What follows belongs to an exercise in optimizing a design on an open flow for small area, a short achievable clock period and few clock cycles; a production flow would make more cautious choices.
At most, simulation tests tie the RTL to the original design; equivalence was not proved.

// mx_frame_tx
module mx_frame_tx (
    input  wire       clk,
    input  wire       rst,
    input  wire       cmd_valid,
    output wire       cmd_ready,
    input  wire [7:0] cmd_len,
    input  wire       in_valid,
    output wire       in_ready,
    input  wire [7:0] in_data,
    output reg        w_valid,
    input  wire       w_ready,
    output reg  [7:0] w_data,
    output reg        w_last,
    output reg        rej
);
==> flow/config.mk <==
export PLATFORM = sky130hd
export DESIGN_NAME = mx_frame_tx
export DESIGN_NICKNAME = mx_frame_tx
export VERILOG_FILES = /design/flow/design.v
export SDC_FILE = /design/flow/constraint.sdc
export NUM_CORES = 4
export LEC_CHECK = 0
export CAP_MARGIN = 20
export CORE_MARGIN = 2
export CORE_UTILIZATION = 60
export CTS_BUF_LIST = sky130_fd_sc_hd__clkbuf_8
export CTS_CLUSTER_SIZE = 40
export SETUP_SLACK_MARGIN = 5
export SLEW_MARGIN = 20
==> flow/constraint.sdc <==
create_clock -name core_clock -period 10.0 [get_ports {clk}]
set_input_delay 2.0000 -clock core_clock [delete_from_list [all_inputs] [get_ports {clk}]]
set_output_delay 2.0000 -clock core_clock [all_outputs]
set_load 0.01 [all_outputs]
standard.sh (not shown) runs the stock make flow with config.mk's settings and CLKGATE_MAP_FILE= SYNTH_SCRIPT=/design/flow/synth_recipe.tcl, a recipe that flattens the netlist after the stock synthesis.
==> flow/flow/run.sh <==
#!/bin/bash
bash standard.sh SETUP_SLACK_MARGIN=6 \
  "BUFFER_PORTS_ARGS=-buffer_cell sky130_fd_sc_hd__buf_2" \
  "CTS_ARGS=-sink_clustering_enable -repair_clock_nets -sink_clustering_size 40 -buf_list sky130_fd_sc_hd__clkbuf_8 -dont_use_dummy_load" \
  finish > standard.log 2>&1
Edit:
--- a/flow/design.v
+++ b/flow/design.v
@@ -101,26 +101,18 @@
     reg  [7:0]  rem;      
     reg         lfirst;   
     reg         pend;     
     reg         lact;     
     reg  [2:0]  lplen;    
     reg  [2:0]  lidx;     
     reg  [7:0]  lhdr;     
     reg  [7:0]  q [0:M-1];
     reg  [M-1:0] qt;      
-    reg  [7:0]  qh;
-    integer j;
-    always @(*) begin
-        qh = 8'd0;
-        for (j = 0; j < M; j = j + 1)
-            if (qt[M-1-j] && (j == 0 || !qt[(j == 0) ? 0 : M-j]))
-                qh = qh | q[j];
-    end
     wire lfull = lact && (lidx == lplen);
     wire take;            
     wire lstart = pend && (!lact || take);
     assign cmd_ready = !pend && !(lact && !lfull);
     assign in_ready  = lact && (lidx != lplen) && !qt[M-1];
     wire       rem_le5 = (rem <= 8'd5);
     wire [2:0] rem_p   = rem_le5 ? rem[2:0] : 3'd5;
     wire       wr      = in_valid && in_ready;
     always @(posedge clk) begin
@@ -521,19 +513,19 @@
     wire fs169;
     wire fc170;
     assign fs169 = fs113 ^ fc60 ^ fc112;
     assign fc170 = (fs113 & fc60) | (fs113 & fc112) | (fc60 & fc112);
     wire [31:0] ra = {fs169, fs167, fs165, fs163, fs161, fs159, fs157, fs155, fs153, fs151, fs149, fs147, fs145, fs143, fs141, fs139, fs137, fs135, fs133, fs131, fs129, fs127, fs125, fs123, fs121, fs119, fs117, hs115, fy[3], fy[2], fy[1], fy[0]};
     wire [31:0] rb = {fc168, fc166, fc164, fc162, fc160, fc158, fc156, fc154, fc152, fc150, fc148, fc146, fc144, fc142, fc140, fc138, fc136, fc134, fc132, fc130, fc128, fc126, fc124, fc122, fc120, fc118, hc116, fy[0], fy[2], fy[1], fy[0], 1'b0};
     assign hash_n = ra + rb;
     wire        hupd   = consume && hashing;
     wire [31:0] hf_oth = ({32{take}} & (FNV_OFFSET ^ {24'd0, lhdr})) | ({32{!take}} & hf);
-    wire [31:0] hf_d   = hupd ? (hash_n ^ {24'd0, qh}) : hf_oth;
+    wire [31:0] hf_d   = hupd ? (hash_n ^ {24'd0, q[0]}) : hf_oth;
     reg  [5:0] sv;
     reg  [5:0] lo_n;
     always @(*) begin
         case (ph)
         2'd0:    begin sv = sbr[7:2];            lo_n = {sbr[1:0], 4'd0}; end
         2'd1:    begin sv = {lo[5:4], sbr[7:4]}; lo_n = {sbr[3:0], 2'd0}; end
         2'd2:    begin sv = {lo[5:2], sbr[7:6]}; lo_n = sbr[5:0];         end
         default: begin sv = lo;                  lo_n = lo;               end
         endcase
@@ -579,19 +571,19 @@
         hf <= hf_d;
         if (take)
             sbr <= lhdr;
         else if (consume) begin
             case (cnt)
             4'd4:    sbr <= hash_n[7:0];
             4'd3:    sbr <= hf[15:8];
             4'd2:    sbr <= hf[23:16] ^ hf[31:24];
             4'd1:    sbr <= 8'd0;
-            default: sbr <= qh;
+            default: sbr <= q[0];
             endcase
         end
         if (step && ebin && !efe)
             lo <= lo_n;
         if (step) begin
             if (!ebin) begin
                 w_data <= sbr;
                 w_last <= t_end;
             end else if (efe) begin
@@ -599,22 +591,27 @@
                 w_last <= 1'b0;
             end else begin
                 w_data <= eq ? 8'h3D : b64_sym(sv);
                 w_last <= b_end;
             end
         end
     end
     integer k;
     always @(posedge clk) begin
-        if (wr) begin
-            for (k = 0; k < M - 1; k = k + 1)
-                q[k] <= q[k + 1];
-            q[M-1] <= in_data;
+        for (k = 0; k < M; k = k + 1) begin
+            if (pop) begin
+                if (wr && qt[k] && (k == M - 1 || !qt[k + 1]))
+                    q[k] <= in_data;
+                else if (k < M - 1)
+                    q[k] <= q[k + 1];
+            end else if (wr && !qt[k] && (k == 0 || qt[k - 1])) begin
+                q[k] <= in_data;
+            end
         end
     end
     always @(posedge clk) begin
         if (rst)
             qt <= {M{1'b0}};
         else if (wr && !pop)
             qt <= {qt[M-2:0], 1'b1};
         else if (pop && !wr)
             qt <= {1'b0, qt[M-1:1]};
Outcome:
- The changed run went through all stages and came out clean
- design area went down slightly
- global-route usage went down by 1.2 points
- sequential cell count does not change
- wire length went down by a few percent
- via count went down by a few percent
- worst setup slack improved by 140 ps
- hold slack improved by 43 ps
- count of clock-buffer cells in the layout is unchanged
Testbench counts after the change, summed over its fixed seeds: cycles 23,720.
Only the layout flow was run in the first run of this note; the RTL was not checked for function there.

==> afterwards: timing with drivers on the ports <==
How much do the figures lean on ideal ports? The routed layouts below were timed once more, with nothing changed but the port constraints.
Step 1: set_driving_cell puts a clkbuf_16 on clk and a buf_2 on each other input, an assumption about the parent block.
Step 2 also shifts input and output timing later by t, the mid clock arrival at the registers, as if the neighbouring blocks saw the same clock.
Slacks: no drivers / after step 1 / after step 2; pairs: no drivers / after step 1.
run | t (ns) | slack for setup (ns) | worst hold slack (ns) | clock arrival spread, ns | worst register clock-pin slew, ns
the first run | 0.472 | 5.876 / 5.876 / 5.783 | 0.433 / 0.433 / 0.433 | 0.018 / 0.018 | 0.07 / 0.07
the second run | 0.480 | 6.012 / 6.012 / 5.643 | 0.477 / 0.477 / 0.477 | 0.022 / 0.022 | 0.08 / 0.08
After both steps every run listed still meets setup and hold. The setup slack of the second run, which loses most, moves by 0.000 ns with the drivers and by -0.369 ns with both steps.
